This design comes from an exercise in tuning for small area, a short achievable clock period and few clock cycles on the open sky130 flow, not from production work. RTL that was checked went through simulation tests only; none was proved equivalent to the original. Power is estimated from default activity; no workload was simulated.

// rle_codec
module rle_codec (
    input  wire        clk,
    input  wire        rst,
    input  wire        in_valid,
    output wire        in_ready,
    input  wire [7:0]  in_data,
    input  wire        in_last,
    input  wire        in_mode,
    output wire        out_valid,
    input  wire        out_ready,
    output wire [7:0]  out_data,
    output wire        done,
    output wire        err,
    output wire [15:0] err_pos
);
For scale: about 1500 flip-flops, roughly 42 I/O pins, about 0.039 sq mm of cells after synthesis.
make LEC_CHECK=0 CAP_MARGIN=20 CORE_MARGIN=2 CORE_UTILIZATION=40 CTS_BUF_LIST=sky130_fd_sc_hd__clkbuf_8 CTS_CLUSTER_DIAMETER=60 CTS_CLUSTER_SIZE=18 PLACE_DENSITY=0.6 SETUP_SLACK_MARGIN=3.2 SLEW_MARGIN=20 finish   # period 6.0 ns
run.sh (not shown) runs the stock make flow with config.mk's settings and CLKGATE_MAP_FILE= SYNTH_SCRIPT=/design/flow/synth_recipe.tcl, a recipe that flattens the netlist after the stock synthesis.
The first run completed with no timing, DRC or antenna violations.
Testbench counts at the start, summed over its fixed seeds: cycles 140,343.
Next try:
SETUP_SLACK_MARGIN = 3.8   (was 3.2)
The new run completed with no timing, DRC or antenna violations.
Cell count is higher by a few percent.
Power came out higher by a few percent.
Setup slack is better by 0.051 ns.
Fmax rose slightly.
Next try:
SETUP_SLACK_MARGIN = 3.5   (was 3.8)
Result:
- worst setup slack gets better by 0.13 ns
- final area is lower by 4.3%
- global-route usage decreases by 0.62 points
- critical path depth is lower by 2
- maximum frequency went up by 4.9%
- synthesized area is unchanged
- utilization is lower by 2.1 points
- via count is lower by 2.5%
- non-clock buffer count is lower by 70
Next try:
SETUP_SLACK_MARGIN = 3.0   (was 3.5)
Outcome: Synthesized cell count does not change; core utilization drops by 1.1 points; worst hold slack degrades by 0.014 ns; global-route usage drops by 0.17 points; total power drops by 1.4%; final cell count drops by 2.0%; setup slack degrades by 0.28 ns; die area is unchanged; wire length drops by 3.9%; maximum frequency drops by 9.7%.
Next try:
SETUP_SLACK_MARGIN = 3.6   (was 3.0)
After rerunning:
- total power went up by 1.9%
- synthesized cell count does not change
- combinational power rose by 28%
- sequential power hardly moves
- count of clock-buffer cells in the layout shrinks by 1
- global-route usage goes up by 0.56 points
- non-clock buffer count rises by 94
Next try:
SETUP_SLACK_MARGIN = 3.4   (was 3.6)
Result: Clock skew shrinks by 0.017 ns. Critical path depth climbs by 2. Power hardly moves. Final cell count decreases by about 0.8%. Synthesized cell count is unchanged. Area after synthesis stays the same.

Setup of ember:
Another version of the RTL of rle_codec (not shown whole).
Size: ~2500 cells after synthesis, roughly 42 I/O pins.
clock: 6.0 ns
lec_check: 0
cap_margin: 20
core_margin: 2
core_utilization: 40
cts_buf_list: sky130_fd_sc_hd__clkbuf_8
cts_cluster_diameter: 60
cts_cluster_size: 18
place_density: 0.6
setup_slack_margin: 2.8
slew_margin: 20
#### Input delta (maple over ember)
Settings: swapping 2.8 for 3.0 in SETUP_SLACK_MARGIN.
Findings:
maple completed; timing, DRC and antenna clean
Changes observed in maple relative to ember: share of final-layout standard cells stronger than drive strength 1 rose 1.3 points, sequential share of layout area lost 0.41 points, non-clock buffer count now sits higher, final critical-path share of the clock period fell by 2.7 points, cell-internal power higher.
maple ends up with a first-pass GRT wire length that is 2.3 mm lower than in ember.
| number of resized instances in the post-cts repair step | maple vs ember | about 100% higher |
Total wire length went down slightly going from ember to maple.
No run of this note included a check of the RTL's function; only the layout flow was run.

Setup of try-onyx:
Another version of the RTL of rle_codec (not shown whole).
For scale: roughly 1400 flip-flops, about 42 I/O pins, about 0.037 mm2 of cells after synthesis.
export LEC_CHECK = 0
export CAP_MARGIN = 20
export CORE_MARGIN = 2
export CORE_UTILIZATION = 40
export CTS_BUF_LIST = sky130_fd_sc_hd__clkbuf_8
export CTS_CLUSTER_DIAMETER = 60
export CTS_CLUSTER_SIZE = 18
export PLACE_DENSITY = 0.6
export SETUP_SLACK_MARGIN = 3.8
export SLEW_MARGIN = 20
create_clock -name core_clock -period 6.0 [get_ports {clk}]
try-onyx finished every stage and its layout cleared the timing, design-rule and antenna checks.
## Diff of input files: try-violet against try-onyx
# try-onyx
export LEC_CHECK = 0
export CAP_MARGIN = 20
export CORE_MARGIN = 2
export CORE_UTILIZATION = 40
export CTS_BUF_LIST = sky130_fd_sc_hd__clkbuf_8
export CTS_CLUSTER_DIAMETER = 60
export CTS_CLUSTER_SIZE = 18
export PLACE_DENSITY = 0.6
export SETUP_SLACK_MARGIN = 3.8
export SLEW_MARGIN = 20
create_clock -name core_clock -period 6.0 [get_ports {clk}]
# try-violet
export LEC_CHECK = 0
export CAP_MARGIN = 20
export CORE_MARGIN = 2
export CORE_UTILIZATION = 55
export CTS_BUF_LIST = sky130_fd_sc_hd__clkbuf_8
export CTS_CLUSTER_DIAMETER = 50
export CTS_CLUSTER_SIZE = 20
export PLACE_DENSITY = 0.7
export SETUP_SLACK_MARGIN = 3.0
export SLEW_MARGIN = 20
create_clock -name core_clock -period 6.0 [get_ports {clk}]
- Every stage of the flow completed for try-onyx, and the final layout passed the timing, design-rule and antenna checks.
- try-violet: flow completed, timing, DRC and antenna clean
- Cell area | try-violet vs try-onyx | try-violet smaller
- Comparing try-onyx and try-violet, the lower delay contributed by the slowest stage of the critical path was measured on try-onyx.
- Delta (try-violet minus try-onyx): global-route wire length before repair has decreased; die area lower; mean area per synthesized cell about even; number of buffers outside the clock class in the layout fell 87.
- The sequential fraction of total cell area in try-violet was higher than what try-onyx gave.
- try-violet vs try-onyx, critical path's slowest cell: sky130_fd_sc_hd__or3_4 vs sky130_fd_sc_hd__and4b_4
Modified inputs, try-harbor compared to try-violet
# try-violet
export LEC_CHECK = 0
export CAP_MARGIN = 20
export CORE_MARGIN = 2
export CORE_UTILIZATION = 55
export CTS_BUF_LIST = sky130_fd_sc_hd__clkbuf_8
export CTS_CLUSTER_DIAMETER = 50
export CTS_CLUSTER_SIZE = 20
export PLACE_DENSITY = 0.7
export SETUP_SLACK_MARGIN = 3.0
export SLEW_MARGIN = 20
create_clock -name core_clock -period 6.0 [get_ports {clk}]
# try-harbor
export LEC_CHECK = 0
export CAP_MARGIN = 20
export CORE_MARGIN = 2
export CORE_UTILIZATION = 40
export CTS_BUF_LIST = sky130_fd_sc_hd__clkbuf_8
export CTS_CLUSTER_DIAMETER = 60
export CTS_CLUSTER_SIZE = 18
export PLACE_DENSITY = 0.6
export SETUP_SLACK_MARGIN = 3.0
export SLEW_MARGIN = 20
create_clock -name core_clock -period 6.0 [get_ports {clk}]
==> comparison <==
- Diff try-violet -> try-harbor: hold slack fell by 0.011 ns; post-detailed-routing wire length went up 3100 um.
- try-harbor vs try-violet — combinational power climbed by a few percent
diff inputs: try-harbor => try-juniper
# try-harbor
export LEC_CHECK = 0
export CAP_MARGIN = 20
export CORE_MARGIN = 2
export CORE_UTILIZATION = 40
export CTS_BUF_LIST = sky130_fd_sc_hd__clkbuf_8
export CTS_CLUSTER_DIAMETER = 60
export CTS_CLUSTER_SIZE = 18
export PLACE_DENSITY = 0.6
export SETUP_SLACK_MARGIN = 3.0
export SLEW_MARGIN = 20
create_clock -name core_clock -period 6.0 [get_ports {clk}]
# try-juniper
export LEC_CHECK = 0
export CAP_MARGIN = 20
export CORE_MARGIN = 2
export CORE_UTILIZATION = 40
export CTS_BUF_LIST = sky130_fd_sc_hd__clkbuf_8
export CTS_CLUSTER_DIAMETER = 60
export CTS_CLUSTER_SIZE = 18
export PLACE_DENSITY = 0.6
export SETUP_SLACK_MARGIN = 3.4
export SLEW_MARGIN = 20
create_clock -name core_clock -period 6.0 [get_ports {clk}]
--- outcome ---
- Comparing try-juniper and try-harbor, the lower final cell count is on try-harbor.
- Vias: try-juniper above try-harbor
- Higher layout overhead on the synthesized area was reported by try-juniper, not try-harbor.
- Compared try-harbor against try-juniper; area occupied by registers within noise.
- Period utilization: try-juniper vs try-harbor up 0.43 points
- Summary of try-juniper over try-harbor: cell area now sits higher; share of the final layout cell area in multi-input gates now sits higher; overall fraction of global-route tracks in use now sits at about the same level.
No run of this note included a check of the RTL's function; only the layout flow was run.

Setup of main:
Another version of the RTL of rle_codec (not shown whole).
Size in the first run: ~42 I/O pins, about 0.038 mm² of cells after synthesis.
## rle_codec
module rle_codec (
    input  wire        clk,
    input  wire        rst,
    input  wire        in_valid,
    output wire        in_ready,
    input  wire [7:0]  in_data,
    input  wire        in_last,
    input  wire        in_mode,
    output wire        out_valid,
    input  wire        out_ready,
    output wire [7:0]  out_data,
    output wire        done,
    output wire        err,
    output wire [15:0] err_pos
);
    localparam NR = 128;
    reg  [10:0] sq0, sq1;       
    reg         sv0, sv1;
    reg         in_rdy;
    reg  [7:0]  lastin;         
    assign in_ready = in_rdy;
    wire        push_in = in_valid && in_rdy;
    wire        pop_in;
    wire [10:0] nq = {in_data == lastin, in_mode, in_last, in_data};
    wire [7:0]  hd = sq0[7:0];
    wire        hl = sq0[8];
    wire        hm = sq0[9];
    wire        hs = sq0[10];
    wire        hv = sv0;
    always @(posedge clk) begin
        if (push_in) lastin <= in_data;
    end
    always @(posedge clk) begin
        if (rst) begin
  ...
clock: 6.0 ns
lec_check: 0
abc_clock_period_in_ps: 2500
cap_margin: 20
core_margin: 2
core_utilization: 40
place_density: 0.6
setup_slack_margin: 3.0
slew_margin: 20
main: full flow OK, the timing, design-rule and antenna checks passed
Testbench counts of main, summed over its fixed seeds: cycles 142,203.
--- input diff main..the feature branch ---
- removing SETUP_SLACK_MARGIN (formerly 3.0)
- removing ABC_CLOCK_PERIOD_IN_PS (formerly 2500)
Findings:
- The feature branch closes out successfully: all stages finished, all timing, DRC and antenna checks passed.
- ~same global-route usage in main and the feature branch
- In the feature branch relative to main, clock-buffer cell count had gone down by a few percent.
- met3 demand-to-capacity share in global routing came out higher on the feature branch than on main.
- Looking only at design area, and setting everything else aside, the higher value of main and the feature branch goes to main.
- Re first-pass GRT wire length: main was higher than the feature branch.
- Post-CTS repair timing setup buffer count (lower): the feature branch
- Compared to main, the feature branch shows a narrower setup margin.
- When the feature branch is set beside main, its routed wire length on met2 turns out to be 2.7% smaller.
- Going from main to the feature branch, required time of the critical path shrinks by 130 ps.
- STATUS first-iteration DRC count: the feature branch wins against main
- Compared the feature branch against main; power consumption within noise.

re-timing with driven ports:
No port has a modelled driver above. Below, the same layouts with a new extraction and two added sets of constraints.
Step 1 sets driving cells, clkbuf_16 on the clock port and buf_2 on the other inputs (assumed; they add their load-dependent delay and slew).
Step 2 also shifts input and output timing later by t, the mid clock arrival at the registers, as if the neighbouring blocks saw the same clock.
Three values: no drivers, after step 1, after step 2; two values: the first two.
| run | shift t [ns] | slack for setup (ns) | pins driven straight from the clock port |
|---|---|---|---|
| the first run of note 1 | 0.811 | 3.192 / 3.192 / 2.539 | 1 |
| the second run of note 1 | 0.825 | 3.244 / 3.244 / 3.044 | 1 |
| the third run of note 1 | 0.790 | 3.373 / 3.373 / 2.950 | 1 |
| the fourth run of note 1 | 0.801 | 3.093 / 3.069 / 2.751 | 1 |
| the fifth run of note 1 | 0.790 | 3.376 / 3.376 / 2.984 | 1 |
| the sixth run of note 1 | 0.801 | 3.256 / 3.256 / 2.939 | 1 |
| ember | 0.792 | 2.806 / 2.806 / 2.245 | 1 |
| maple | 0.783 | 2.968 / 2.968 / 2.360 | 1 |
| try-onyx | 0.808 | 2.855 / 2.855 / 2.266 | 1 |
| try-violet | 0.772 | 2.812 / 2.812 / 2.128 | 1 |
| try-harbor | 0.806 | 2.892 / 2.892 / 2.288 | 1 |
| try-juniper | 0.823 | 2.867 / 2.867 / 2.303 | 1 |
| main | 0.759 | 2.999 / 2.999 / 2.298 | 1 |
| the feature branch | 0.772 | 1.513 / 1.513 / 1.466 | 1 |
After both steps setup and hold are still met in every run listed. For main, which loses most, drivers alone change the setup slack by 0.000 ns; drivers and shift together by -0.701 ns.
